From an optimization exercise on the open Yosys and OpenROAD flow, aimed at small area, a short achievable clock period and few clock cycles per item; shortcuts taken in it are not production practice.
Where RTL was checked, it was by simulation tests only, not by an equivalence proof against the original.
Only the layout flow was run in runs 1, 5 and 6; the RTL was not checked for function there.
Power and IR drop assume default switching activity.

$ cat standard.sh
#!/bin/bash
# synth_recipe.tcl (not shown) runs the flow's synth.tcl, then flattens the netlist and writes it again
# the make line also repeats each setting of config.mk as NAME=value (left out here)
make -C /OpenROAD-flow-scripts/flow DESIGN_CONFIG=/design/flow/config.mk WORK_HOME=/design/flow/orfs CLKGATE_MAP_FILE= SYNTH_SCRIPT=/design/flow/synth_recipe.tcl "${@:-finish}"
$ cat design.v
module gf_engine (
    input  wire        clk,
    input  wire        rst,         
    input  wire        fa_we,
    input  wire [12:0] fa_wdata,
    input  wire        fb_we,
    input  wire [12:0] fb_wdata,
    output wire [12:0] fa,
    output wire [12:0] fb,
    output wire [12:0] fr,
    input  wire        cmd_valid,
    input  wire [31:0] cmd_word,
    output wire [7:0]  status
);
    reg [12:0] fa_r;
    reg [12:0] fb_r;
    reg [12:0] fr_r;
    reg        done_r;          
    reg        err_r;           
    assign fa     = fa_r;
    assign fb     = fb_r;
    assign fr     = fr_r;
    assign status = {3'b000, err_r, err_r, 1'b0, done_r, 1'b0};
    function [12:0] xtime;
        input [12:0] a;
        begin
            xtime = {a[11:0], 1'b0} ^ {8'd0, a[12], a[12], 1'b0, a[12], a[12]};
        end
    endfunction
    function [12:0] gf_sq;
        input [12:0] a;
        reg   [12:0] col;
        reg   [12:0] acc;
        integer i;
        begin
            col = 13'd1;
            acc = 13'd0;
            for (i = 0; i < 25; i = i + 1) begin
                if (i % 2 == 0)
                    acc = acc ^ (col & {13{a[i/2]}});
                col = xtime(col);
            end
            gf_sq = acc;
        end
    endfunction
    wire [12:0] fa4  = gf_sq(gf_sq(fa_r));
    wire [12:0] opa  = ({13{cmd_word[0]}} & fa_r) | ({13{cmd_word[1]}} & fa4);
    wire [12:0] col [0:12];
    assign col[0] = fb_r;
    genvar gi, gk;
    generate
        for (gi = 1; gi < 13; gi = gi + 1) begin : g_col
            assign col[gi] = xtime(col[gi-1]);
        end
    endgenerate
    wire [12:0] prod;
    generate
        for (gk = 0; gk < 13; gk = gk + 1) begin : g_row
            wire [12:0] m;
            for (gi = 0; gi < 13; gi = gi + 1) begin : g_m
                assign m[gi] = col[gi][gk];
            end
            gf_engine_dot13 u_dot (.m(m), .a(opa), .y(prod[gk]));
        end
    endgenerate
    wire cmd_hi0     = (cmd_word[31:2] == 30'd0);
    wire is_gfmul    = cmd_hi0 && (cmd_word[1:0] == 2'b01);
    wire is_gfsq2mul = cmd_hi0 && (cmd_word[1:0] == 2'b10);
    wire legal       = is_gfmul | is_gfsq2mul;
    always @(posedge clk) begin
        if (rst) begin
            fa_r   <= 13'd0;
            fb_r   <= 13'd0;
            fr_r   <= 13'd0;
            done_r <= 1'b0;
            err_r  <= 1'b0;
        end else begin
            if (fa_we) fa_r <= fa_wdata;
            if (fb_we) fb_r <= fb_wdata;
            if (cmd_valid) begin
                done_r <= legal;
                err_r  <= !legal;
                if (legal) fr_r <= prod;
            end
        end
    end
endmodule
module gf_engine_dot13 (
    input  wire [12:0] m,
    input  wire [12:0] a,
    output wire        y
);
    assign y = ^(m & a);
endmodule
$ cat constraint.sdc
create_clock -name core_clock -period 5.0 [get_ports {clk}]
set_input_delay 1.0000 -clock core_clock [delete_from_list [all_inputs] [get_ports {clk}]]
set_output_delay 1.0000 -clock core_clock [all_outputs]
set_load 0.01 [all_outputs]
$ cat config.mk
export PLATFORM = sky130hd
export DESIGN_NAME = gf_engine
export DESIGN_NICKNAME = gf_engine
export VERILOG_FILES = /design/flow/design.v
export SDC_FILE = /design/flow/constraint.sdc
export NUM_CORES = 4
export LEC_CHECK = 0
export CAP_MARGIN = 20
export CORE_MARGIN = 2
export CORE_UTILIZATION = 40
export PLACE_DENSITY = 0.6
export SETUP_SLACK_MARGIN = 2.0
export SLEW_MARGIN = 20
export SYNTH_HIERARCHICAL = 1
export SYNTH_MINIMUM_KEEP_SIZE = 0
$ cat flow/run.sh
#!/bin/bash
# Own layout flow: the standard flow (standard.sh), with two changes to
# how the layout is made:
#  * the port buffers that the standard flow inserts on every input and
#    output are sky130_fd_sc_hd__buf_1 instead of the default choice
#    (the resizer may still upsize them where timing needs it);
#  * the 3-input XOR/XNOR cells are added to the platform's don't-use list,
#    so that synthesis builds the XOR trees from faster 2-input cells.
# Everything else (synthesis script, floorplan, power grid, tap cells,
# placement, CTS, routing) is the standard flow unchanged.
set -euo pipefail
cd "$(dirname "$0")/.."

PLATFORM_DONT_USE="sky130_fd_sc_hd__probe_p_8 sky130_fd_sc_hd__probec_p_8 \
sky130_fd_sc_hd__lpflow_bleeder_1 sky130_fd_sc_hd__lpflow_clkbufkapwr_1 \
sky130_fd_sc_hd__lpflow_clkbufkapwr_16 sky130_fd_sc_hd__lpflow_clkbufkapwr_2 \
sky130_fd_sc_hd__lpflow_clkbufkapwr_4 sky130_fd_sc_hd__lpflow_clkbufkapwr_8 \
sky130_fd_sc_hd__lpflow_clkinvkapwr_1 sky130_fd_sc_hd__lpflow_clkinvkapwr_16 \
sky130_fd_sc_hd__lpflow_clkinvkapwr_2 sky130_fd_sc_hd__lpflow_clkinvkapwr_4 \
sky130_fd_sc_hd__lpflow_clkinvkapwr_8 sky130_fd_sc_hd__lpflow_decapkapwr_12 \
sky130_fd_sc_hd__lpflow_decapkapwr_3 sky130_fd_sc_hd__lpflow_decapkapwr_4 \
sky130_fd_sc_hd__lpflow_decapkapwr_6 sky130_fd_sc_hd__lpflow_decapkapwr_8 \
sky130_fd_sc_hd__lpflow_inputiso0n_1 sky130_fd_sc_hd__lpflow_inputiso0p_1 \
sky130_fd_sc_hd__lpflow_inputiso1n_1 sky130_fd_sc_hd__lpflow_inputiso1p_1 \
sky130_fd_sc_hd__lpflow_inputisolatch_1 sky130_fd_sc_hd__lpflow_isobufsrc_1 \
sky130_fd_sc_hd__lpflow_isobufsrc_16 sky130_fd_sc_hd__lpflow_isobufsrc_2 \
sky130_fd_sc_hd__lpflow_isobufsrc_4 sky130_fd_sc_hd__lpflow_isobufsrc_8 \
sky130_fd_sc_hd__lpflow_isobufsrckapwr_16 \
sky130_fd_sc_hd__lpflow_lsbuf_lh_hl_isowell_tap_1 \
sky130_fd_sc_hd__lpflow_lsbuf_lh_hl_isowell_tap_2 \
sky130_fd_sc_hd__lpflow_lsbuf_lh_hl_isowell_tap_4 \
sky130_fd_sc_hd__lpflow_lsbuf_lh_isowell_4 \
sky130_fd_sc_hd__lpflow_lsbuf_lh_isowell_tap_1 \
sky130_fd_sc_hd__lpflow_lsbuf_lh_isowell_tap_2 \
sky130_fd_sc_hd__lpflow_lsbuf_lh_isowell_tap_4"
EXTRA_DONT_USE="sky130_fd_sc_hd__xor3_1 sky130_fd_sc_hd__xor3_2 sky130_fd_sc_hd__xor3_4 \
sky130_fd_sc_hd__xnor3_1 sky130_fd_sc_hd__xnor3_2 sky130_fd_sc_hd__xnor3_4"

bash standard.sh finish \
    "DONT_USE_CELLS=$PLATFORM_DONT_USE $EXTRA_DONT_USE" \
    "BUFFER_PORTS_ARGS=-buffer_cell sky130_fd_sc_hd__buf_1" \
    > flow_make.log 2>&1
==> flow_metrics.env, run 1 <==
export IMPL_status="complete, no violations"
export IMPL_port_buffers=104
export IMPL_synth_top_area_frac=0.3100
export IMPL_n_antenna_cell=0
export IMPL_gr_total_overflow=0
export IMPL_rows=38
export IMPL_fin_crit_ps=3113
export IMPL_min_period_over_period=0.6225
export IMPL_core_area_sq_um=10980
export IMPL_hold_worst_slack_ps=491.4
export IMPL_async_flop_share=0
export IMPL_cts_buffers=5
export IMPL_dr_pass1_iters=5
export IMPL_grt_pass1_vias=4189
export IMPL_hold_depth=2
export IMPL_drt_wirelength_per_cell_um=15.38
export IMPL_synthAdderAreaFrac=0
export IMPL_rsz0062_at_grt="yes"
export IMPL_final_util=0.5084
export IMPL_synthMuxAreaShare=0.08803
export IMPL_synth_seq_area_share=0.1805
export IMPL_die_w_um=110.6
export IMPL_clock_latency_ps=290
export IMPL_worst_slew_pin_slew_ps=1167
export IMPL_hp_start="fr_r[10]"
export IMPL_leakagePower_nw=1.952
export IMPL_ir_worst_vdd_mv=0.1640
export IMPL_cpPeakStageDelay_ps=450
export IMPL_start_kind="flop"
export IMPL_hp_class="flop to flop"
export IMPL_powerDensity_nw_per_um2=306.9
export IMPL_crit_slowest_cell="o41a_1"
export IMPL_grt_pass1_wl_um=21470
export IMPL_routed_wl_um=13210
export IMPL_setup_viol=0
export IMPL_r2r_slack_ps=1890
export IMPL_crit_type="flop to flop"
export IMPL_ff2ff_path_depth=13
export IMPL_synth_simple_gate_area_share=0.2248
export IMPL_ys_types=40
export IMPL_synth_top_family_by_area="XOR/XNOR gates"
export IMPL_synthesis_area_sq_um=4548
export IMPL_worstPathArrival_ps=3260
export IMPL_critPathCaptureType="flop"
export IMPL_path_buf_inv=1
export IMPL_path_cells="and3b_2, o41a_1, or3_4, a21o_1, mux2i_4, buf_12, nand2_1, xnor2_2, xnor2_1, xnor2_1, xnor2_1, mux2i_1, nor2_1"
export IMPL_place_gp_congestion=0.8734
export IMPL_crit_fanout=8
export IMPL_via_per_inst=5.072
export IMPL_crit_family="simple AND/OR/NAND/NOR gates"
export IMPL_cts_root_buf="clkbuf_16"
export IMPL_num_vias=4357
export IMPL_dpl_hpwl_um=9097
export IMPL_grt_util_all_layers=0.2129
export IMPL_area_delta_synth_final_pct=22.78
export IMPL_fin_tns_setup_ps=0
export IMPL_antenna_found_initial=0
export IMPL_die_area_sq_um=12240
export IMPL_route_detailed_drc=0
export IMPL_yosysWarnings=7
export IMPL_slew_headroom=0.2161
export IMPL_regToRegStartpoint="fa_r[6]"
export IMPL_grt_max_degree=42
export IMPL_start_util=0.4141
export IMPL_finalClockSkew_ps=3.744
export IMPL_path_clk_slew_ps=60
export IMPL_max_freq_mhz=321.3
export IMPL_synth_xor_area_frac=0.4138
export IMPL_die_h_um=110.6
export IMPL_yosys_area_top_type="xnor2_1"
export IMPL_fin_total_pwr_mw=1.714
export IMPL_synth_area_top_cells="xnor2_1 31%, dfxtp_1 18%, nand2_1 15%"
export IMPL_ys_ff_latch=41
export IMPL_hold_viol=0
export IMPL_maxCapViolCount=0
export IMPL_hold_buffers=0
export IMPL_drive_gt1_frac=0.1029
export IMPL_cts_path_max_buffers=2
export IMPL_numClockSinks=41
export IMPL_maxSlewViolCount=0
export IMPL_synth_compound_area_share=0.03329
export IMPL_synth_edf_count=0
export IMPL_syn_area_per_cell_sq_um=7.336
export IMPL_crit_path_frequent_cell="xnor2_1"
export IMPL_fin_nets=781
export IMPL_drt_iter0_markers=281
export IMPL_cts_tree="built"
export IMPL_cp_required_ps=5150
export IMPL_design_area_sq_um=5584
export IMPL_synthCells=620
export IMPL_htreeDepth=2
export IMPL_r2r_end="fr_r[12]"
export IMPL_placed_cell_area_sq_um=4969
export IMPL_hold_end="fr_r[10]"
export IMPL_synthFlopType="dfxtp_1"
export IMPL_ios=110
export IMPL_ant_nets=0
where the power goes:
part	internal (mW)	leakage, nW	total, mW	switching (mW)
combinational	0.451	1.53	0.956	0.505
clock	0.236	0.0800	0.382	0.146
sequential	0.339	0.338	0.376	0.0372
total	1.03	1.95	1.71	0.687
tightest hold or removal path: cells and delay by family, from the launching register on:
family	cells	cell delay [ps]
muxes	1	60
and+or+nand+nor	1	70
DFF	1	320
layout by cell type, fill, tap and decap left out, drive strengths merged, types with 2 or more instances in the layout:
cell / synthesis / layout
nor2b: 2 / 2
clkbuf: 10 / 6
a21oi: 2 / 2
nand2: 181 / 181
nor2: 44 / 44
and3b: 3 / 3
a21o: 2 / 2
nor3: 4 / 4
nor4: 6 / 6
inv: 10 / 10
conb: 1 / 5
or3: 2 / 2
mux2i: 40 / 40
xnor2: 162 / 162
clkinv: 1 / 2
dfxtp: 41 / 41
o21ai: 14 / 14
nand3: 3 / 3
or3b: 3 / 3
xor2: 52 / 52
buf: 27 / 123
Yosys cell counts (4+ instances only):
| cell | count |
|---|---|
| buf_2 | 4 |
| buf_4 | 20 |
| clkbuf_1 | 10 |
| dfxtp_1 | 41 |
| inv_1 | 8 |
| mux2i_1 | 40 |
| nand2_1 | 181 |
| nor2_1 | 44 |
| nor4_1 | 6 |
| o21ai_0 | 4 |
| o21ai_1 | 10 |
| xnor2_1 | 161 |
| xor2_1 | 52 |
through the flow:
step                worst slack (ps)  std cells
floorplan                       2092        624
global placement                1373        838
detailed placement              1246        838
CTS                             2009        855
global route                    1823        859
finish                          1887        859
worst max path at each step:
stage | startpoint | to | slack, ps | depth (start not counted)
5_1_grt | fa_r[6] | fr_r[6] | 1820 | 13
4_1_cts | fa_r[10] | fr_r[0] | 2010 | 12
3_5_place_dp | cmd_word[1] | fr_r[0] | 1250 | 12
6_report | fa_r[6] | fr_r[12] | 1890 | 13
3_3_place_gp | cmd_word[1] | fr_r[0] | 1370 | 12
2_1_floorplan | cmd_word[1] | fr_r[10] | 2090 | 12
per-module statistics from Yosys, one instance, submodules excluded:
module           flops+latches  copies in the design  cells inside  area [sq um]
gf_engine                   41                     1           295          2547
gf_engine_dot13              0                    13            25         153.9
sequential cells by signal (all words and copies together), names as in the netlist:
register / count
fa_r: 13
fb_r: 13
fr_r: 13
done_r: 1
err_r: 1
repair_timing:
action,in CTS,in global routing
resized for setup,16,45
pin swaps,5,35
setup buffers,9,4
setup endpoints to repair,13,13
cloned,0,0
logic make-up (layout without fill, tap and decap cells):
group	Yosys count	after routing
AO/OA/AOI/OAI	25	25
XOR/XNOR	214	214
flip-flops	41	41
other	1	5
multiplexers	40	40
AND/OR/NAND/NOR	251	251
buffers and inverters	48	143
area by class of cell:
cell class / count / area (sq um)
fillers: 1049 / 5399
inverters: 11 / 42.54
flip-flops and latches: 41 / 832.0
repair buffers: 124 / 600.6
clock buffers: 5 / 125.1
well taps: 140 / 175.2
clock inverters: 3 / 46.29
multi-input cells: 535 / 3762
metal layers:
layer  vias up  wire, um  global-route usage
met2       177      6188              0.3530
met4         0       138             0.04167
met3        11      1055             0.04061
met1      2048      5825              0.2891
met5         -         0                   0
li1       2121         -                   -
==> run 2: changes to the inputs <==
--- a/design.v
+++ b/design.v
@@ -22,42 +22,17 @@
     assign fr     = fr_r;
     assign status = {3'b000, err_r, err_r, 1'b0, done_r, 1'b0};
-    function [12:0] xtime;
-        input [12:0] a;
-        begin
-            xtime = {a[11:0], 1'b0} ^ {8'd0, a[12], a[12], 1'b0, a[12], a[12]};
-        end
-    endfunction
-    function [12:0] gf_sq;
-        input [12:0] a;
-        reg   [12:0] col;
-        reg   [12:0] acc;
-        integer i;
-        begin
-            col = 13'd1;
-            acc = 13'd0;
-            for (i = 0; i < 25; i = i + 1) begin
-                if (i % 2 == 0)
-                    acc = acc ^ (col & {13{a[i/2]}});
-                col = xtime(col);
-            end
-            gf_sq = acc;
-        end
-    endfunction
-    wire [12:0] fa4  = gf_sq(gf_sq(fa_r));
-    wire [12:0] opa  = ({13{cmd_word[0]}} & fa_r) | ({13{cmd_word[1]}} & fa4);
-    wire [12:0] col [0:12];
-    assign col[0] = fb_r;
+    wire [12:0] fa4;
+    gf_engine_sq2 u_sq2 (.a(fa_r), .y(fa4));
+    wire [12:0] opa;
+    gf_engine_sel u_sel (.s0(cmd_word[0]), .a0(fa_r), .s1(cmd_word[1]), .a1(fa4), .y(opa));
+    wire [168:0] mcol;
+    gf_engine_mcols u_mcols (.b(fb_r), .m(mcol));
+    wire [12:0] prod;
     genvar gi, gk;
-    generate
-        for (gi = 1; gi < 13; gi = gi + 1) begin : g_col
-            assign col[gi] = xtime(col[gi-1]);
-        end
-    endgenerate
-    wire [12:0] prod;
     generate
         for (gk = 0; gk < 13; gk = gk + 1) begin : g_row
             wire [12:0] m;
             for (gi = 0; gi < 13; gi = gi + 1) begin : g_m
-                assign m[gi] = col[gi][gk];
+                assign m[gi] = mcol[13*gi + gk];
             end
             gf_engine_dot13 u_dot (.m(m), .a(opa), .y(prod[gk]));
@@ -86,4 +61,52 @@
     end
 endmodule
+module gf_engine_sq2 (
+    input  wire [12:0] a,
+    output wire [12:0] y
+);
+    function [12:0] gf_sq;
+        input [12:0] v;
+        reg   [12:0] col;
+        reg   [12:0] acc;
+        integer i;
+        begin
+            col = 13'd1;
+            acc = 13'd0;
+            for (i = 0; i < 25; i = i + 1) begin
+                if (i % 2 == 0)
+                    acc = acc ^ (col & {13{v[i/2]}});
+                col = {col[11:0], 1'b0} ^ {8'd0, col[12], col[12], 1'b0, col[12], col[12]};
+            end
+            gf_sq = acc;
+        end
+    endfunction
+    assign y = gf_sq(gf_sq(a));
+endmodule
+module gf_engine_sel (
+    input  wire        s0,
+    input  wire [12:0] a0,
+    input  wire        s1,
+    input  wire [12:0] a1,
+    output wire [12:0] y
+);
+    assign y = ({13{s0}} & a0) | ({13{s1}} & a1);
+endmodule
+module gf_engine_mcols (
+    input  wire [12:0]  b,
+    output wire [168:0] m
+);
+    wire [12:0] col [0:12];
+    assign col[0] = b;
+    genvar gi;
+    generate
+        for (gi = 1; gi < 13; gi = gi + 1) begin : g_col
+            assign col[gi] = {col[gi-1][11:0], 1'b0}
+                           ^ {8'd0, col[gi-1][12], col[gi-1][12], 1'b0, col[gi-1][12], col[gi-1][12]};
+        end
+        for (gi = 0; gi < 13; gi = gi + 1) begin : g_out
+            assign m[13*gi +: 13] = col[gi];
+        end
+    endgenerate
+endmodule
 module gf_engine_dot13 (
     input  wire [12:0] m,
--- a/config.mk
+++ b/config.mk
@@ -9,6 +9,7 @@
 export CORE_MARGIN = 2
 export CORE_UTILIZATION = 40
+export CTS_BUF_LIST = sky130_fd_sc_hd__clkbuf_8
 export PLACE_DENSITY = 0.6
-export SETUP_SLACK_MARGIN = 2.0
+export SETUP_SLACK_MARGIN = 2.4
 export SLEW_MARGIN = 20
 export SYNTH_HIERARCHICAL = 1
==> flow_metrics.env, run 2 <==
export IMPL_status="complete, no violations"
export IMPL_hp_start="fr_r[9]"
export IMPL_hold_depth=2
export IMPL_via_per_inst=4.493
export IMPL_p_int_mw=0.9287
export IMPL_die_w_um=122.7
export IMPL_grt_util_all_layers=0.1644
export IMPL_setup_viol=0
export IMPL_routed_wl_um=12120
export IMPL_dpl_hpwl_um=8683
export IMPL_use_met3=0.02835
export IMPL_crit_type="flop to flop"
export IMPL_async_flop_share=0
export IMPL_slew_headroom=0.3591
export IMPL_crit_family="XOR/XNOR gates"
export IMPL_gr_total_overflow=0
export IMPL_port_buffers=104
export IMPL_start_kind="flop"
export IMPL_maxCapViolCount=0
export IMPL_power_switching_share=0.4295
export IMPL_yosys_area_top_type="xnor2_1"
export IMPL_cts_root_buf="clkbuf_8"
export IMPL_die_h_um=122.7
export IMPL_fin_cells=872
export IMPL_syn_area_per_cell_sq_um=7.758
export IMPL_grt_pass1_vias=3713
export IMPL_r2r_slack_ps=2540
export IMPL_ant_nets=0
export IMPL_htreeDepth=2
export IMPL_die_area_sq_um=15070
export IMPL_place_gp_congestion=0.7976
export IMPL_cts_buffers=5
export IMPL_num_vias=3918
export IMPL_grt_busiest_layer="met2"
export IMPL_maxSlewViolCount=0
export IMPL_yosysWarnings=9
export IMPL_fin_nets=754
export IMPL_synth_top_cells_by_count="170 x nand2_1, 169 x xnor2_1, 143 x buf_4"
export IMPL_antenna_found_initial=0
export IMPL_fin_crit_ps=2456
export IMPL_ios=110
export IMPL_cpPeakStageDelay_ps=480
export IMPL_worstPathArrival_ps=2710
export IMPL_hp_class="flop to flop"
export IMPL_reg_top3="fa_r (13), fb_r (13), fr_r (13)"
export IMPL_synthFlopType="dfxtp_1"
export IMPL_core_area_sq_um=13830
export IMPL_synth_seq_area_share=0.1455
export IMPL_hold_buffers=0
export IMPL_final_cell_mix="170 x nand2_1, 154 x xnor2_1, 101 x buf_1"
export IMPL_fin_tns_setup_ps=0
export IMPL_worst_slew_pin_slew_ps=961.3
export IMPL_ys_ff_latch=41
export IMPL_crit_slowest_cell="dfxtp_2"
export IMPL_leakagePower_nw=1.882
export IMPL_path_buf_inv=0
export IMPL_clock_latency_ps=320
export IMPL_n_antenna_cell=0
export IMPL_drt_iter0_markers=196
export IMPL_max_freq_mhz=407.1
export IMPL_area_delta_synth_final_pct=-0.1331
export IMPL_regToRegStartpoint="fa_r[4]"
export IMPL_dp_slack_ps=1805
export IMPL_crit_fanout=6
export IMPL_met1_usage=0.2217
export IMPL_final_common_cell="nand2_1"
export IMPL_comb_power_share=0.625
export IMPL_grt_max_degree=55
export IMPL_ys_types=28
export IMPL_synth_area_top_cells="xnor2_1 26%, buf_4 19%, dfxtp_1 15%"
export IMPL_drt_wirelength_per_cell_um=13.90
export IMPL_seq_power_share=0.237
export IMPL_pwr_share_clk=0.138
export IMPL_drive_gt1_frac=0.1228
export IMPL_path_clk_slew_ps=80
export IMPL_rows=43
export IMPL_setup_slack_ps=2544
export IMPL_route_detailed_drc=0
export IMPL_hold_viol=0
export IMPL_yosysMostFrequentCell="nand2_1"
export IMPL_crit_path_frequent_cell="xnor2_1"
export IMPL_final_util=0.4074
export IMPL_start_util=0.4079
export IMPL_p_switching_mw=0.6992
export IMPL_hold_end="fr_r[9]"
export IMPL_synth_top_area_frac=0.2624
export IMPL_grt_use_met2=0.2662
export IMPL_critPathCaptureType="flop"
export IMPL_cts_tree="built"
export IMPL_synthCells=727
export IMPL_min_period_over_period=0.4913
export IMPL_powerDensity_nw_per_um2=289.0
export IMPL_path_cells="xnor2_4, xnor2_2, xnor2_2, xor2_2, a22o_2, nand2_1, xnor2_1, xnor2_1, xnor2_1, xnor2_1, nand2b_1, mux2i_1"
export IMPL_dp_cells=856
export IMPL_rsz0062_at_grt="yes"
export IMPL_synth_edf_count=0
export IMPL_finalClockSkew_ps=6.388
export IMPL_cts_path_max_buffers=2
export IMPL_dr_pass1_iters=4
export IMPL_grt_pass1_wl_um=19350
export IMPL_synthesis_area_sq_um=5640
export IMPL_cp_required_ps=5250
export IMPL_ir_worst_vdd_mv=0.1362
export IMPL_ff2ff_path_depth=12
export IMPL_r2r_end="fr_r[12]"
export IMPL_numClockSinks=41
run 2: cell count changes in the layout (fill, tap and decap cells not counted), sizes merged, moves of 11 or more:
cell	change
nand2b	+25
o21ai	-14
nor2	-17
nand2	-11
buf	-13
xnor2	+12
a22o	+14
run 2: kinds of logic (layout without fill, tap and decap cells):
family                    count (synthesis)  count (layout)  share of synthesized area
buffers and inverters                   166             126                     0.2112
and+or+nand+nor                         236             236                     0.1803
xor gates and xnor gates                230             230                     0.3705
muxes                                    39              39                    0.06921
AOI/OAI and AO/OA                        14              15                    0.02263
other                                     1               5                  0.0006648
DFF                                      41              41                     0.1455
run 2: power groups by stage:
stage	Combinational (mW)	Clock [mW]	Sequential [mW]
global route	1.12	0.249	0.390
finish	1.02	0.225	0.386
detailed placement	0.949	0	0.387
CTS	0.970	0.236	0.382
floorplan	0.969	0	0.376
global placement	0.939	0	0.387
run 2: how the worst max path moves through the flow:
stage	start	endpoint	slack, ps	cells past startpoint
CTS	fa_r[12]	fr_r[5]	2400	12
global placement	cmd_word[0]	fr_r[6]	1810	9
floorplan	fa_r[11]	fr_r[4]	2510	13
finish	fa_r[4]	fr_r[12]	2540	12
detailed placement	cmd_word[0]	fr_r[6]	1810	9
global route	fa_r[9]	fr_r[0]	2380	11
run 2: what timing repair did:
item | CTS | global route
setup endpoints to repair | 14 | 13
setup buffers | 0 | 7
cloned | 0 | 1
gates resized for setup | 35 | 37
pin swaps | 0 | 1
run 2: layout make-up:
class	instances	area, sq um
Sequential cell	41	850.8
Inverter	7	26.28
Fill cell	1412	8194
Timing Repair Buffer	111	459.2
Clock inverter	3	17.52
Multi-Input combinational cell	525	3985
Tap cell	180	225.2
Clock buffer	5	68.82
run 2: metrics by stage:
step           instance area [sq um]  hold slack [ps]  power, mW
2_1_floorplan                   5655            481.6      1.345
3_3_place_gp                    5107            465.4      1.326
3_5_place_dp                    5107            461.4      1.335
4_1_cts                         5326            480.1      1.589
5_1_grt                         5633            505.3      1.757
6_report                        5633            474.7      1.628
run 2: Yosys stat by module (local to each module, per instance):
module           area [sq um]  flip-flops and latches  cells
gf_engine                1732                      41    169
gf_engine_dot13         153.9                       0     25
gf_engine_mcols          1404                       0    183
gf_engine_sel           140.1                       0     15
gf_engine_sq2           364.1                       0     35
run 2: worst reg2reg max path: stages, from the launching register on:
cell and delay [ps]:
dfxtp_2 480, xnor2_4 110, xnor2_2 220, xnor2_2 160, xor2_2 230, a22o_2 270, nand2_1 80, xnor2_1 190
xnor2_1 160, xnor2_1 150, xnor2_1 150, nand2b_1 70, mux2i_1 120
run 2: layer usage:
layer / routed length, um / vias up / part of all wire
met5: 0 / - / 0
met4: 130 / 0 / 0.011
met3: 686 / 10 / 0.057
met2: 5451 / 118 / 0.45
met1: 5855 / 1754 / 0.48
li1: - / 2036 / -
Testbench counts of run 2, summed over its fixed seeds: cycles 4,800, ops 2,400.
==> run 3: changes to the inputs <==
--- a/config.mk
+++ b/config.mk
@@ -11,5 +11,5 @@
 export CTS_BUF_LIST = sky130_fd_sc_hd__clkbuf_8
 export PLACE_DENSITY = 0.6
-export SETUP_SLACK_MARGIN = 2.4
+export SETUP_SLACK_MARGIN = 2.8
 export SLEW_MARGIN = 20
 export SYNTH_HIERARCHICAL = 1
==> flow_metrics.env, run 3 <==
export IMPL_cts_path_max_buffers=2
export IMPL_synthesis_area_sq_um=5640
export IMPL_grt_pass1_vias=3826
export IMPL_synthFlopType="dfxtp_1"
export IMPL_routed_wl_um=14350
export IMPL_ios=110
export IMPL_async_flop_share=0
export IMPL_hp_start="fr_r[12]"
export IMPL_port_buffers=104
export IMPL_hold_depth=2
export IMPL_synth_top_area_frac=0.2624
export IMPL_ff2ff_path_depth=12
export IMPL_ys_types=28
export IMPL_start_util=0.4079
export IMPL_crit_fanout=6
export IMPL_die_w_um=122.7
export IMPL_cts_tree="built"
export IMPL_path_buf_inv=1
export IMPL_powerDensity_nw_per_um2=289.5
export IMPL_cpPeakStageDelay_ps=390
export IMPL_leakagePower_nw=2.183
export IMPL_die_h_um=122.7
export IMPL_yosysWarnings=9
export IMPL_r2r_end="fr_r[0]"
export IMPL_min_period_over_period=0.4881
export IMPL_finalClockSkew_ps=11.98
export IMPL_yosysMostFrequentCell="nand2_1"
export IMPL_crit_type="flop to flop"
export IMPL_yosys_area_top_type="xnor2_1"
export IMPL_hold_buffers=0
export IMPL_cts_root_buf="clkbuf_8"
export IMPL_die_area_sq_um=15070
export IMPL_grt_pass1_wl_um=21470
export IMPL_dr_pass1_iters=4
export IMPL_ant_nets=0
export IMPL_crit_path_frequent_cell="xnor2_1"
export IMPL_worstPathArrival_ps=2690
export IMPL_final_common_cell="nand2_1"
export IMPL_synth_seq_area_share=0.1455
export IMPL_dpl_hpwl_um=8992
export IMPL_r2r_slack_ps=2560
export IMPL_area_delta_synth_final_pct=9.228
export IMPL_syn_area_per_cell_sq_um=7.758
export IMPL_maxSlewViolCount=0
export IMPL_fin_tns_setup_ps=0
export IMPL_ys_ff_latch=41
export IMPL_cp_required_ps=5250
export IMPL_core_area_sq_um=13830
export IMPL_n_antenna_cell=0
export IMPL_antenna_found_initial=0
export IMPL_num_vias=4296
export IMPL_fin_total_pwr_mw=1.784
export IMPL_reg_top3="fa_r (13), fb_r (13), fr_r (13)"
export IMPL_grt_util_all_layers=0.1891
export IMPL_regArea_sq_um=874.6
export IMPL_clock_latency_ps=320
export IMPL_status="complete, no violations"
export IMPL_drt_iter0_markers=316
export IMPL_slew_headroom=0.3519
export IMPL_ir_worst_vdd_mv=0.2033
export IMPL_drt_wirelength_per_cell_um=15.96
export IMPL_path_cells="xnor2_4, xnor2_2, buf_4, xnor2_4, a22o_2, nand2_1, xor2_1, xnor2_1, xnor2_1, xnor2_1, nand2b_1, mux2i_1"
export IMPL_start_kind="flop"
export IMPL_dp_slack_ps=1730
export IMPL_critPathCaptureType="flop"
export IMPL_synthCells=727
export IMPL_grt_max_degree=55
export IMPL_hp_class="flop to flop"
export IMPL_multi_input_area_sq_um=4275
export IMPL_htreeDepth=2
export IMPL_via_per_inst=4.779
export IMPL_place_gp_congestion=0.8435
export IMPL_drive_gt1_frac=0.1989
export IMPL_final_cell_mix="158 x nand2_1, 136 x xnor2_1, 101 x buf_1"
export IMPL_fin_nets=782
export IMPL_crit_family="XOR/XNOR gates"
export IMPL_path_clk_slew_ps=70
export IMPL_rows=43
export IMPL_setup_viol=0
export IMPL_regToRegStartpoint="fa_r[11]"
export IMPL_max_freq_mhz=409.7
export IMPL_hold_end="fr_r[12]"
export IMPL_cts_buffers=5
export IMPL_synth_edf_count=0
export IMPL_rsz0062_at_grt="yes"
export IMPL_worst_slew_pin_slew_ps=972.2
export IMPL_fill_cells=1358
export IMPL_cp_depth=12
export IMPL_crit_slowest_cell="dfxtp_4"
export IMPL_fin_crit_ps=2441
export IMPL_maxCapViolCount=0
export IMPL_gr_total_overflow=0
export IMPL_synth_area_top_cells="xnor2_1 26%, buf_4 19%, dfxtp_1 15%"
export IMPL_synth_top_cells_by_count="170 x nand2_1, 169 x xnor2_1, 143 x buf_4"
export IMPL_hold_viol=0
export IMPL_setup_slack_ps=2559
export IMPL_route_detailed_drc=0
export IMPL_numClockSinks=41
[run 3: cell counts after synthesis]
No cell type changed its count.
[run 3: worst min-delay path, delay by kind of cell (launching register included)]
kind             cells  cell delay [ps]
AND/OR/NAND/NOR      1               70
flip-flops           1              310
multiplexers         1               60
[run 3: per-layer routing]
layer  GRT usage  routed length, um  part of all wire  vias up
met5           0                  0                 0        -
met4     0.05460                229             0.016        0
met3     0.04879               1242             0.087       25
met2      0.3011               6638              0.46      186
met1      0.2514               6241              0.43     1974
li1            -                  -                 -     2111
[run 3: layout make-up]
| cell class | count | share of cell area |
|---|---|---|
| flip-flops and latches | 41 | 0.1420 |
| repair buffers | 135 | 0.1093 |
| clock buffers | 6 | 0.01340 |
| inverters | 7 | 0.004265 |
| multi-input cells | 529 | 0.6939 |
| well taps | 180 | 0.03656 |
| clock inverters | 1 | 0.0006093 |
[run 3: worst max path at each step]
| stage | startpoint | to | slack, ps |
|---|---|---|---|
| global route | fa_r[10] | fr_r[10] | 2390 |
| CTS | fa_r[11] | fr_r[5] | 2540 |
| finish | fa_r[11] | fr_r[0] | 2560 |
| detailed placement | cmd_word[1] | fr_r[4] | 1730 |
| floorplan | cmd_word[0] | fr_r[4] | 2700 |
| global placement | cmd_word[1] | fr_r[12] | 1790 |
[run 3: through the flow]
step	std cells	utilization	hold slack [ps]	instance area [sq um]
after floorplan	731	-	481.6	5839
after global placement	856	0.3813	468.6	5273
after detailed placement	856	0.3813	469.0	5273
after CTS	881	0.4179	486.5	5778
after global routing	899	0.4456	516.0	6161
final	899	0.4456	481.7	6161
[run 3: repair_timing]
item | CTS | global route
endpoints found under the setup margin | 20 | 14
pin swaps | 27 | 21
buffers inserted | 15 | 16
gates cloned | 3 | 2
gates resized for setup | 54 | 35
[run 3: cells by family after synthesis]
group,share of synthesized area
muxes,0.06921
buffers and inverters,0.2112
other,0.0006648
xor gates and xnor gates,0.3705
and+or+nand+nor,0.1803
AOI/OAI and AO/OA,0.02263
DFF,0.1455
[run 3: power breakdown]
group	internal, mW	total, mW	switching, mW
Sequential	0.338	0.384	0.0456
Clock	0.108	0.232	0.125
Combinational	0.571	1.17	0.597
[run 3: modules after synthesis (local to each module, per instance)]
module           cells  flops+latches
gf_engine          169             41
gf_engine_dot13     25              0
gf_engine_sel       15              0
gf_engine_mcols    183              0
gf_engine_sq2       35              0
==> run 4: changes to the inputs <==
--- a/config.mk
+++ b/config.mk
@@ -11,5 +11,5 @@
 export CTS_BUF_LIST = sky130_fd_sc_hd__clkbuf_8
 export PLACE_DENSITY = 0.6
-export SETUP_SLACK_MARGIN = 2.8
+export SETUP_SLACK_MARGIN = 2.0
 export SLEW_MARGIN = 20
 export SYNTH_HIERARCHICAL = 1
==> flow_metrics.env, run 4 <==
export IMPL_route_detailed_drc=0
export IMPL_r2r_slack_ps=2270
export IMPL_p_int_mw=0.8865
export IMPL_met1_usage=0.2202
export IMPL_yosys_area_top_type="xnor2_1"
export IMPL_hold_buffers=0
export IMPL_grt_util_all_layers=0.1617
export IMPL_finalClockSkew_ps=5.534
export IMPL_yosysMostFrequentCell="nand2_1"
export IMPL_placed_cell_area_sq_um=5107
export IMPL_slew_headroom=0.3713
export IMPL_min_period_over_period=0.5499
export IMPL_synth_top_cells_by_count="170 x nand2_1, 169 x xnor2_1, 143 x buf_4"
export IMPL_ir_worst_vdd_mv=0.1460
export IMPL_start_util=0.4079
export IMPL_syn_area_per_cell_sq_um=7.758
export IMPL_cp_required_ps=5250
export IMPL_hold_end="fr_r[9]"
export IMPL_crit_type="input pin to flop"
export IMPL_dpl_hpwl_um=8683
export IMPL_final_common_cell="nand2_1"
export IMPL_port_buffers=104
export IMPL_dr_pass1_iters=4
export IMPL_ant_nets=0
export IMPL_drt_wirelength_per_cell_um=13.53
export IMPL_crit_fanout=14
export IMPL_grt_pass1_vias=3638
export IMPL_use_met3=0.02835
export IMPL_hp_start="fr_r[9]"
export IMPL_synth_top_area_frac=0.2624
export IMPL_cts_path_max_buffers=2
export IMPL_maxCapViolCount=0
export IMPL_fill_cells=1498
export IMPL_status="complete, no violations"
export IMPL_grt_use_met2=0.2610
export IMPL_p_switching_mw=0.6703
export IMPL_dp_cells=856
export IMPL_synthCells=727
export IMPL_startpoint="cmd_word[0]"
export IMPL_grt_max_degree=55
export IMPL_worstPathArrival_ps=3000
export IMPL_setup_slack_ps=2250
export IMPL_hp_class="flop to flop"
export IMPL_ys_types=28
export IMPL_fin_cells=864
export IMPL_rsz0062_at_grt="no"
export IMPL_gr_total_overflow=0
export IMPL_reg_top3="fa_r (13), fb_r (13), fr_r (13)"
export IMPL_antenna_found_initial=0
export IMPL_fin_nets=746
export IMPL_synth_edf_count=0
export IMPL_htreeDepth=2
export IMPL_start_kind="input pin"
export IMPL_max_freq_mhz=363.7
export IMPL_final_cell_mix="170 x nand2_1, 165 x xnor2_1, 103 x buf_1"
export IMPL_seq_power_share=0.243
export IMPL_place_gp_congestion=0.7976
export IMPL_cts_tree="built"
export IMPL_synthesis_area_sq_um=5640
export IMPL_hold_depth=2
export IMPL_maxSlewViolCount=0
export IMPL_drive_gt1_frac=0.05702
export IMPL_grt_pass1_wl_um=19020
export IMPL_synth_area_top_cells="xnor2_1 26%, buf_4 19%, dfxtp_1 15%"
export IMPL_regToRegStartpoint="fa_r[9]"
export IMPL_numClockSinks=41
export IMPL_grt_busiest_layer="met2"
export IMPL_critPathCaptureType="flop"
export IMPL_path_clk_slew_ps=80
export IMPL_die_h_um=122.7
export IMPL_num_vias=3831
export IMPL_area_delta_synth_final_pct=-7.054
export IMPL_synthMuxAreaShare=0.06921
export IMPL_dp_slack_ps=1805
export IMPL_ios=110
export IMPL_rows=43
export IMPL_final_util=0.3792
export IMPL_synthAdderAreaFrac=0
export IMPL_async_flop_share=0
export IMPL_drt_iter0_markers=183
export IMPL_routed_wl_um=11690
export IMPL_worst_slew_pin_slew_ps=943.1
export IMPL_design_area_sq_um=5243
export IMPL_clock_latency_ps=320
export IMPL_die_w_um=122.7
export IMPL_synth_compound_area_share=0.02263
export IMPL_cts_root_buf="clkbuf_8"
export IMPL_leakagePower_nw=1.717
export IMPL_synth_top_family_by_area="XOR/XNOR gates"
export IMPL_synth_simple_gate_area_share=0.1803
export IMPL_r2r_end="fr_r[5]"
export IMPL_via_per_inst=4.434
export IMPL_fin_crit_ps=2750
export IMPL_synth_xor_area_frac=0.3705
export IMPL_die_area_sq_um=15070
export IMPL_comb_power_share=0.612
export IMPL_n_antenna_cell=0
export IMPL_synthFlopType="dfxtp_1"
export IMPL_power_switching_share=0.4306
export IMPL_cts_buffers=5
export IMPL_core_area_sq_um=13830
export IMPL_powerDensity_nw_per_um2=297.0
export IMPL_fin_tns_setup_ps=0
export IMPL_yosysWarnings=9
export IMPL_setup_viol=0
export IMPL_synth_seq_area_share=0.1455
export IMPL_hold_viol=0
export IMPL_ys_ff_latch=41
export IMPL_pwr_share_clk=0.144
export IMPL_ff2ff_path_depth=10
[run 4: final cells by class]
cell class                 instances  area [sq um]  area share
clock inverter                     3         17.52    0.003341
sequential                        41         822.0      0.1568
inverter                           7         26.28    0.005012
clock buffer                       5         68.82     0.01313
tap                              180         225.2     0.04296
multi-input combinational        524          3691      0.7041
timing repair buffer             104         391.6     0.07470
[run 4: cells by family after synthesis]
group | after synthesis
flops | 41
simple gates | 236
other cells | 1
compound gates | 14
mux | 39
buf+inv | 166
xor+xnor | 230
[run 4: worst max-delay path, stage by stage]
cell and delay (ps):
buf_1 450, a22o_2 440, nand2_1 100, xnor2_1 240, xnor2_1 100, xnor2_1 320
xnor2_1 160, nand2b_1 60, mux2i_1 120
[run 4: metal layers]
metal | share of wire | wire (um) | up-vias
li1 | - | - | 2016
met2 | 0.44 | 5171 | 109
met1 | 0.49 | 5707 | 1699
met4 | 0.0095 | 111 | 0
met5 | 0 | 0 | -
met3 | 0.060 | 703 | 7
[run 4: per-module statistics from Yosys (local to each module, per instance)]
module           copies in the design  flip-flops and latches
gf_engine_mcols                     1                       0
gf_engine_dot13                    13                       0
gf_engine_sq2                       1                       0
gf_engine_sel                       1                       0
gf_engine                           1                      41
[run 4: metrics by stage]
stage | total power, mW | hold WS (ps)
2_1_floorplan | 1.345 | 481.6
3_3_place_gp | 1.326 | 465.4
3_5_place_dp | 1.335 | 461.4
4_1_cts | 1.564 | 480.1
5_1_grt | 1.684 | 505.3
6_report | 1.557 | 474.7
[run 4: power by group through the flow]
stage               Clock (mW)  Combinational (mW)  Sequential (mW)
CTS                      0.236               0.949            0.379
global placement             0               0.939            0.387
finish                   0.225               0.954            0.379
floorplan                    0               0.969            0.376
global route             0.248                1.05            0.383
detailed placement           0               0.949            0.387
[run 4: how the worst max path moves through the flow]
stage | depth (start not counted) | slack (ps) | endpoint
floorplan | 13 | 2510 | fr_r[4]
global placement | 9 | 1810 | fr_r[6]
detailed placement | 9 | 1810 | fr_r[6]
CTS | 11 | 2040 | fr_r[11]
global route | 11 | 2010 | fr_r[7]
finish | 9 | 2250 | fr_r[5]
[run 4: what timing repair did]
item,4_1_cts,5_1_grt
gates resized for setup,0,14
setup buffers,0,0
hold endpoints to repair,0,0
setup endpoints to repair,0,13
==> run 5: changes to the inputs <==
--- a/design.v
+++ b/design.v
@@ -24,6 +24,8 @@
     wire [12:0] fa4;
     gf_engine_sq2 u_sq2 (.a(fa_r), .y(fa4));
-    wire [12:0] opa;
-    gf_engine_sel u_sel (.s0(cmd_word[0]), .a0(fa_r), .s1(cmd_word[1]), .a1(fa4), .y(opa));
+    wire [12:0] opa_lo;
+    wire [12:0] opa_hi;
+    gf_engine_sel u_sel_lo (.s0(cmd_word[0]), .a0(fa_r), .s1(cmd_word[1]), .a1(fa4), .y(opa_lo));
+    gf_engine_sel u_sel_hi (.s0(cmd_word[0]), .a0(fa_r), .s1(cmd_word[1]), .a1(fa4), .y(opa_hi));
     wire [168:0] mcol;
     gf_engine_mcols u_mcols (.b(fb_r), .m(mcol));
@@ -36,5 +38,5 @@
                 assign m[gi] = mcol[13*gi + gk];
             end
-            gf_engine_dot13 u_dot (.m(m), .a(opa), .y(prod[gk]));
+            gf_engine_dot13 u_dot (.m(m), .a((gk < 7) ? opa_lo : opa_hi), .y(prod[gk]));
         end
     endgenerate
--- a/config.mk
+++ b/config.mk
@@ -11,5 +11,5 @@
 export CTS_BUF_LIST = sky130_fd_sc_hd__clkbuf_8
 export PLACE_DENSITY = 0.6
-export SETUP_SLACK_MARGIN = 2.0
+export SETUP_SLACK_MARGIN = 2.4
 export SLEW_MARGIN = 20
 export SYNTH_HIERARCHICAL = 1
==> flow_metrics.env, run 5 <==
export IMPL_yosys_area_top_type="xnor2_1"
export IMPL_reg_top3="fa_r (13), fb_r (13), fr_r (13)"
export IMPL_htreeDepth=2
export IMPL_core_area_sq_um=13990
export IMPL_leakagePower_nw=1.933
export IMPL_drt_iter0_markers=190
export IMPL_grt_pass1_wl_um=21180
export IMPL_grt_pass1_vias=4030
export IMPL_fin_cells=882
export IMPL_synth_top_cells_by_count="170 x nand2_1, 169 x xnor2_1, 143 x buf_4"
export IMPL_setup_slack_ps=2487
export IMPL_gr_total_overflow=0
export IMPL_use_met3=0.02883
export IMPL_synthCells=742
export IMPL_clock_latency_ps=310
export IMPL_crit_fanout=27
export IMPL_ff2ff_path_depth=12
export IMPL_cts_buffers=5
export IMPL_yosysMostFrequentCell="nand2_1"
export IMPL_cts_root_buf="clkbuf_8"
export IMPL_hold_depth=2
export IMPL_final_util=0.4098
export IMPL_fin_tns_setup_ps=0
export IMPL_route_detailed_drc=0
export IMPL_met1_usage=0.2291
export IMPL_via_per_inst=4.688
export IMPL_setup_viol=0
export IMPL_cts_tree="built"
export IMPL_rsz0062_at_grt="yes"
export IMPL_ant_nets=0
export IMPL_worst_slew_pin_slew_ps=982.5
export IMPL_yosysWarnings=9
export IMPL_hp_class="flop to flop"
export IMPL_synth_edf_count=0
export IMPL_ir_worst_vdd_mv=0.1295
export IMPL_status="complete, no violations"
export IMPL_hold_viol=0
export IMPL_port_buffers=104
export IMPL_async_flop_share=0
export IMPL_maxCapViolCount=0
export IMPL_ios=110
export IMPL_synthFlopType="dfxtp_1"
export IMPL_finalClockSkew_ps=3.702
export IMPL_dr_pass1_iters=4
export IMPL_dp_slack_ps=1553
export IMPL_syn_area_per_cell_sq_um=7.790
export IMPL_dp_cells=869
export IMPL_worstPathArrival_ps=2760
export IMPL_grt_max_degree=55
export IMPL_start_kind="input pin"
export IMPL_fin_total_pwr_mw=1.666
export IMPL_synth_top_area_frac=0.2561
export IMPL_die_area_sq_um=15430
export IMPL_drt_wirelength_per_cell_um=14.79
export IMPL_grt_use_met2=0.2665
export IMPL_grt_busiest_layer="met2"
export IMPL_start_util=0.4132
export IMPL_cp_required_ps=5250
export IMPL_area_delta_synth_final_pct=-0.8225
export IMPL_critPathCaptureType="flop"
export IMPL_hold_buffers=0
export IMPL_rows=43
export IMPL_drive_gt1_frac=0.1368
export IMPL_path_clk_slew_ps=80
export IMPL_max_freq_mhz=398.0
export IMPL_synthesis_area_sq_um=5781
export IMPL_ys_types=28
export IMPL_routed_wl_um=13040
export IMPL_synth_seq_area_share=0.1420
export IMPL_final_cell_mix="168 x nand2_1, 145 x xnor2_1, 101 x buf_1"
export IMPL_crit_type="input pin to flop"
export IMPL_n_antenna_cell=0
export IMPL_maxSlewViolCount=0
export IMPL_place_gp_congestion=0.8591
export IMPL_fin_nets=764
export IMPL_die_w_um=124.2
export IMPL_num_vias=4135
export IMPL_grt_util_all_layers=0.1674
export IMPL_numClockSinks=41
export IMPL_ys_ff_latch=41
export IMPL_powerDensity_nw_per_um2=290.6
export IMPL_slew_headroom=0.3450
export IMPL_die_h_um=124.2
export IMPL_cts_path_max_buffers=2
export IMPL_final_common_cell="nand2_1"
export IMPL_antenna_found_initial=0
export IMPL_min_period_over_period=0.5025
export IMPL_dpl_hpwl_um=9571
export IMPL_synth_area_top_cells="xnor2_1 26%, buf_4 19%, dfxtp_1 14%"
export IMPL_fin_crit_ps=2513
==> run 5: changes by cell type after synthesis, sizes merged <==
| cell | previous run | this run |
|---|---|---|
| a22o | 13 | 26 |
| buf | 150 | 152 |
==> run 5: stage by stage <==
step	hold WS (ps)	instance area, sq um
floorplan	481.6	5796
global placement	464.5	5225
detailed placement	461.7	5225
CTS	481.1	5401
global route	499.8	5733
finish	474.9	5733
==> run 5: final cells by class <==
cell class	count	area [sq um]
sequential	41	857.1
timing repair buffer	109	436.7
fill	1483	8255
clock buffer	5	68.82
tap	180	225.2
clock inverter	3	17.52
multi-input combinational	537	4101
inverter	7	26.28
==> run 5: where the power goes <==
part	switching (mW)	leakage, nW	internal, mW
Combinational	0.549	1.54	0.506
Sequential	0.0470	0.344	0.340
Clock	0.127	0.0439	0.0964
Total	0.723	1.93	0.943
==> run 5: critical path, stage by stage <==
cell and delay, ps:
clkbuf_4 290, a22o_1 400, nand2_1 120, xor2_1 270
xnor2_2 160, xnor2_1 150, xnor2_1 140, nand2b_1 80
mux2i_1 120
==> run 5: final timing paths <==
check | startpoint | to | slack [ps]
worst max-delay path | cmd_word[0] | fr_r[3] | 2490
worst min-delay path | fr_r[7] | fr_r[7] | 470
worst max register to register | fa_r[11] | fr_r[3] | 2500
worst min register to register | fr_r[7] | fr_r[7] | 470
==> run 5: cells by family (layout without fill, tap and decap cells) <==
logic type	Yosys count	count (layout)	synth area share
XOR/XNOR	230	230	0.3615
flip-flops	41	41	0.1420
AO/OA/AOI/OAI	27	27	0.04243
AND/OR/NAND/NOR	236	236	0.1760
other	1	5	0.0006487
buffers and inverters	168	124	0.2100
multiplexers	39	39	0.06753
==> run 5: Yosys stat by module, one instance, submodules excluded <==
module,copies in the design,flip-flops and latches,cells inside
gf_engine_dot13,13,0,25
gf_engine_mcols,1,0,183
gf_engine_sel,2,0,15
gf_engine_sq2,1,0,35
gf_engine,1,41,169
==> run 5: repair_timing <==
| action | 4_1_cts | 5_1_grt |
|---|---|---|
| buffers inserted | 0 | 5 |
| resized for setup | 34 | 51 |
| pin swaps | 1 | 17 |
| setup endpoints to repair | 15 | 14 |
| endpoints found under the hold margin | 0 | 0 |
==> run 5: routing by layer <==
metal	routed length, um	vias to the layer above	share of wire
met5	0	-	0
met4	250	0	0.019
met3	609	15	0.047
met2	5987	118	0.46
met1	6197	1904	0.48
li1	-	2098	-
==> run 6: changes to the inputs <==
--- a/design.v
+++ b/design.v
@@ -24,8 +24,6 @@
     wire [12:0] fa4;
     gf_engine_sq2 u_sq2 (.a(fa_r), .y(fa4));
-    wire [12:0] opa_lo;
-    wire [12:0] opa_hi;
-    gf_engine_sel u_sel_lo (.s0(cmd_word[0]), .a0(fa_r), .s1(cmd_word[1]), .a1(fa4), .y(opa_lo));
-    gf_engine_sel u_sel_hi (.s0(cmd_word[0]), .a0(fa_r), .s1(cmd_word[1]), .a1(fa4), .y(opa_hi));
+    wire [12:0] opa;
+    gf_engine_sel u_sel (.s0(cmd_word[0]), .a0(fa_r), .s1(cmd_word[1]), .a1(fa4), .y(opa));
     wire [168:0] mcol;
     gf_engine_mcols u_mcols (.b(fb_r), .m(mcol));
@@ -38,5 +36,5 @@
                 assign m[gi] = mcol[13*gi + gk];
             end
-            gf_engine_dot13 u_dot (.m(m), .a((gk < 7) ? opa_lo : opa_hi), .y(prod[gk]));
+            gf_engine_dot13 u_dot (.m(m), .a(opa), .y(prod[gk]));
         end
     endgenerate
@@ -67,21 +65,75 @@
     output wire [12:0] y
 );
-    function [12:0] gf_sq;
-        input [12:0] v;
-        reg   [12:0] col;
-        reg   [12:0] acc;
-        integer i;
-        begin
-            col = 13'd1;
-            acc = 13'd0;
-            for (i = 0; i < 25; i = i + 1) begin
-                if (i % 2 == 0)
-                    acc = acc ^ (col & {13{v[i/2]}});
-                col = {col[11:0], 1'b0} ^ {8'd0, col[12], col[12], 1'b0, col[12], col[12]};
-            end
-            gf_sq = acc;
-        end
-    endfunction
-    assign y = gf_sq(gf_sq(a));
+    wire g0;
+    wire g1;
+    wire g2;
+    wire g3;
+    wire g4;
+    wire g5;
+    wire g6;
+    wire g7;
+    gf_engine_xor2 u_g0 (.a(a[9]), .b(a[11]), .y(g0));
+    gf_engine_xor2 u_g1 (.a(a[8]), .b(a[10]), .y(g1));
+    gf_engine_xor2 u_g2 (.a(g0), .b(g1), .y(g2));
+    gf_engine_xor2 u_g3 (.a(a[7]), .b(a[12]), .y(g3));
+    gf_engine_xor2 u_g4 (.a(a[10]), .b(a[12]), .y(g4));
+    gf_engine_xor2 u_g5 (.a(a[4]), .b(a[6]), .y(g5));
+    gf_engine_xor2 u_g6 (.a(g1), .b(a[11]), .y(g6));
+    gf_engine_xor2 u_g7 (.a(g0), .b(a[5]), .y(g7));
+    wire h0;
+    gf_engine_xor2 u_h0 (.a(a[0]), .b(a[11]), .y(h0));
+    wire h1;
+    gf_engine_xor2 u_h1 (.a(g4), .b(h0), .y(h1));
+    assign y[0] = h1;
+    wire h2;
+    gf_engine_xor2 u_h2 (.a(a[11]), .b(a[6]), .y(h2));
+    wire h3;
+    gf_engine_xor2 u_h3 (.a(a[8]), .b(h2), .y(h3));
+    assign y[1] = h3;
+    wire h4;
+    gf_engine_xor2 u_h4 (.a(g3), .b(g6), .y(h4));
+    assign y[2] = h4;
+    wire h5;
+    gf_engine_xor2 u_h5 (.a(g0), .b(g5), .y(h5));
+    assign y[3] = h5;
+    wire h6;
+    gf_engine_xor2 u_h6 (.a(a[1]), .b(a[7]), .y(h6));
+    wire h7;
+    gf_engine_xor2 u_h7 (.a(g5), .b(h6), .y(h7));
+    wire h8;
+    gf_engine_xor2 u_h8 (.a(g2), .b(h7), .y(h8));
+    assign y[4] = h8;
+    assign y[5] = g2;
+    wire h9;
+    gf_engine_xor2 u_h9 (.a(g5), .b(g6), .y(h9));
+    assign y[6] = h9;
+    wire h10;
+    gf_engine_xor2 u_h10 (.a(a[4]), .b(g7), .y(h10));
+    assign y[7] = h10;
+    wire h11;
+    gf_engine_xor2 u_h11 (.a(a[2]), .b(a[5]), .y(h11));
+    wire h12;
+    gf_engine_xor2 u_h12 (.a(g3), .b(h11), .y(h12));
+    wire h13;
+    gf_engine_xor2 u_h13 (.a(g2), .b(h12), .y(h13));
+    assign y[8] = h13;
+    wire h14;
+    gf_engine_xor2 u_h14 (.a(g0), .b(g4), .y(h14));
+    assign y[9] = h14;
+    wire h15;
+    gf_engine_xor2 u_h15 (.a(g3), .b(g7), .y(h15));
+    assign y[10] = h15;
+    wire h16;
+    gf_engine_xor2 u_h16 (.a(a[5]), .b(a[6]), .y(h16));
+    wire h17;
+    gf_engine_xor2 u_h17 (.a(g4), .b(h16), .y(h17));
+    assign y[11] = h17;
+    wire h18;
+    gf_engine_xor2 u_h18 (.a(a[12]), .b(a[3]), .y(h18));
+    wire h19;
+    gf_engine_xor2 u_h19 (.a(a[6]), .b(h18), .y(h19));
+    wire h20;
+    gf_engine_xor2 u_h20 (.a(g2), .b(h19), .y(h20));
+    assign y[12] = h20;
 endmodule
 module gf_engine_sel (
@@ -118,2 +170,9 @@
     assign y = ^(m & a);
 endmodule
+module gf_engine_xor2 (
+    input  wire a,
+    input  wire b,
+    output wire y
+);
+    assign y = a ^ b;
+endmodule
==> flow_metrics.env, run 6 <==
export IMPL_start_util=0.4070
export IMPL_die_h_um=122.6
export IMPL_grt_pass1_wl_um=18890
export IMPL_n_antenna_cell=0
export IMPL_cpPeakStageDelay_ps=390
export IMPL_finalClockSkew_ps=6.799
export IMPL_cts_path_max_buffers=2
export IMPL_drt_iter0_markers=246
export IMPL_max_freq_mhz=396.6
export IMPL_numClockSinks=41
export IMPL_port_buffers=104
export IMPL_fin_nets=754
export IMPL_synth_top_area_frac=0.2288
export IMPL_hp_start="fr_r[5]"
export IMPL_synth_top_cells_by_count="170 x nand2_1, 154 x buf_4, 147 x xnor2_1"
export IMPL_min_period_over_period=0.5043
export IMPL_r2r_slack_ps=2480
export IMPL_maxCapViolCount=0
export IMPL_crit_slowest_cell="dfxtp_4"
export IMPL_dpl_hpwl_um=8470
export IMPL_cts_buffers=5
export IMPL_setup_viol=0
export IMPL_cp_required_ps=5240
export IMPL_final_util=0.4142
export IMPL_yosysWarnings=8
export IMPL_core_area_sq_um=13830
export IMPL_synth_seq_area_share=0.1458
export IMPL_hold_worst_slack_ps=474.8
export IMPL_ys_ff_latch=41
export IMPL_die_w_um=122.6
export IMPL_synthFlopType="dfxtp_1"
export IMPL_cts_tree="built"
export IMPL_clock_latency_ps=310
export IMPL_powerDensity_nw_per_um2=291.0
export IMPL_grt_max_degree=55
export IMPL_gr_total_overflow=0
export IMPL_regToRegStartpoint="fa_r[8]"
export IMPL_synth_area_top_cells="xnor2_1 23%, buf_4 21%, dfxtp_1 15%"
export IMPL_grt_pass1_vias=3682
export IMPL_slew_headroom=0.3842
export IMPL_hold_viol=0
export IMPL_ant_nets=0
export IMPL_routed_wl_um=11940
export IMPL_crit_type="flop to flop"
export IMPL_yosys_area_top_type="xnor2_1"
export IMPL_drt_wirelength_per_cell_um=13.69
export IMPL_reg_top3="fa_r (13), fb_r (13), fr_r (13)"
export IMPL_num_vias=3957
export IMPL_synth_edf_count=0
export IMPL_ys_types=26
export IMPL_final_common_cell="nand2_1"
export IMPL_worstPathArrival_ps=2770
export IMPL_synthCells=734
export IMPL_yosysMostFrequentCell="nand2_1"
export IMPL_ir_worst_vdd_mv=0.1341
export IMPL_path_cells="xor2_4, buf_12, xor2_4, xor2_2, a22o_4, nand2_1, xor2_2, xnor2_1, xnor2_1, xnor2_1, nand2b_1, mux2i_1"
export IMPL_hp_class="flop to flop"
export IMPL_synthesis_area_sq_um=5628
export IMPL_ios=110
export IMPL_route_detailed_drc=0
export IMPL_worst_slew_pin_slew_ps=923.7
export IMPL_hold_buffers=0
export IMPL_maxSlewViolCount=0
export IMPL_fin_tns_setup_ps=0
export IMPL_start_kind="flop"
export IMPL_via_per_inst=4.538
export IMPL_htreeDepth=2
export IMPL_dr_pass1_iters=4
export IMPL_rsz0062_at_grt="yes"
export IMPL_antenna_found_initial=0
export IMPL_path_clk_slew_ps=80
export IMPL_rows=43
export IMPL_crit_fanout=7
export IMPL_syn_area_per_cell_sq_um=7.667
export IMPL_grt_util_all_layers=0.1588
export IMPL_final_cell_mix="170 x nand2_1, 136 x xnor2_1, 101 x buf_1"
export IMPL_async_flop_share=0
export IMPL_place_gp_congestion=0.8266
export IMPL_fin_crit_ps=2521
export IMPL_drive_gt1_frac=0.1243
export IMPL_critPathCaptureType="flop"
export IMPL_status="complete, no violations"
export IMPL_crit_path_frequent_cell="xnor2_1"
export IMPL_leakagePower_nw=1.992
export IMPL_cts_root_buf="clkbuf_8"
export IMPL_startpoint="fa_r[8]"
export IMPL_die_area_sq_um=15030
export IMPL_area_delta_synth_final_pct=1.756
## run 6: cell types whose count changed after synthesis
cell and delta:
a22o_1 -10, a22o_2 -3, buf_4 +11, buf_6 -2, xnor2_1 -22, xnor2_2 -3
xnor2_4 -2, xor2_1 +23
## run 6: layer usage
layer / global-route usage / vias up / part of all wire
li1: - / 2032 / -
met1: 0.2263 / 1794 / 0.49
met2: 0.2510 / 125 / 0.43
met3: 0.02602 / 6 / 0.068
met4: 0.03448 / 0 / 0.0094
met5: 0 / - / 0
## run 6: repair_timing
item | CTS | global route
pin swaps | 3 | 19
cloned | 0 | 2
resized for setup | 38 | 47
setup endpoints to repair | 14 | 13
setup buffers | 1 | 8
## run 6: power by group
group | total (mW) | switching (mW) | internal [mW] | leakage [nW]
Clock | 0.275 | 0.127 | 0.148 | 0.0595
Sequential | 0.381 | 0.0413 | 0.339 | 0.343
Combinational | 1.01 | 0.533 | 0.478 | 1.59
Total | 1.67 | 0.701 | 0.965 | 1.99
## run 6: worst paths after layout
path | endpoint | cells past startpoint
worst min register to register | fr_r[5] | 2
worst max-delay path | fr_r[5] | 12
worst max register to register | fr_r[5] | 12
worst min-delay path | fr_r[5] | 2
## run 6: cells by family after synthesis
group,after synthesis,synth area share
XOR/XNOR,226,0.3544
flip-flops,41,0.1458
AND/OR/NAND/NOR,236,0.1807
other,1,0.0006663
multiplexers,39,0.06936
buffers and inverters,177,0.2263
AO/OA/AOI/OAI,14,0.02268
## run 6: final cells by class
class                      instances  area [sq um]
sequential                        41         855.8
timing repair buffer             114         499.2
inverter                           7         26.28
multi-input combinational        522          4009
clock buffer                       5         68.82
clock inverter                     3         42.54
fill                            1404          8100
tap                              180         225.2
## run 6: worst max-delay path, delay by kind of cell, from the launching register on
kind                   cells  cell delay, ps
AND/OR/NAND/NOR            2             160
multiplexers               1             120
flip-flops                 1             390
buffers and inverters      1             140
AO/OA/AOI/OAI              1             210
XOR/XNOR                   7            1440
## run 6: per-stage QoR
step	setup WS, ps	instance area, sq um	instances	power, mW
after floorplan	2401	5658	738	1.345
after global placement	1859	5035	853	1.289
after detailed placement	1836	5035	853	1.294
after CTS	2416	5310	862	1.605
after global routing	2368	5727	872	1.785
final	2479	5727	872	1.667
## run 6: modules after synthesis, one instance, submodules excluded
module	area, sq um	cells	times used	flops+latches
gf_engine	1732	169	1	41
gf_engine_dot13	153.9	25	13	0
gf_engine_mcols	1404	183	1	0
gf_engine_sel	140.1	15	1	0
gf_engine_sq2	97.59	13	1	0
gf_engine_xor2	8.758	1	29	0

-- static timing again, ports no longer ideal --
The results above use ideal ports. As a check the final layouts listed here were re-extracted and re-timed, cells and wires unchanged. Step 1 sets driving cells, clkbuf_16 on the clock port and buf_2 on the other inputs (assumed; they add their load-dependent delay and slew). Step 2, shift: input delay + t, output delay - t, t = (earliest + latest rising clock arrival at the registers) / 2. This alone moves slack from input paths to output paths. Slacks: no drivers / after step 1 / after step 2; pairs: no drivers / after step 1.
run	shift t [ns]	setup slack, ns	worst data-port slew with drivers (ns)
run 1	0.327	1.887 / 1.887 / 1.708	0.05
run 2	0.349	2.544 / 2.544 / 2.212	0.03
run 3	0.349	2.559 / 2.559 / 2.245	0.04
run 4	0.348	2.250 / 2.255 / 1.907	0.03
run 5	0.344	2.487 / 2.497 / 2.156	0.04
run 6	0.346	2.479 / 2.479 / 2.246	0.03
After both steps every run listed still meets setup and hold. The setup slack of run 4, which loses most, moves by +0.005 ns with the drivers and by -0.343 ns with both steps.
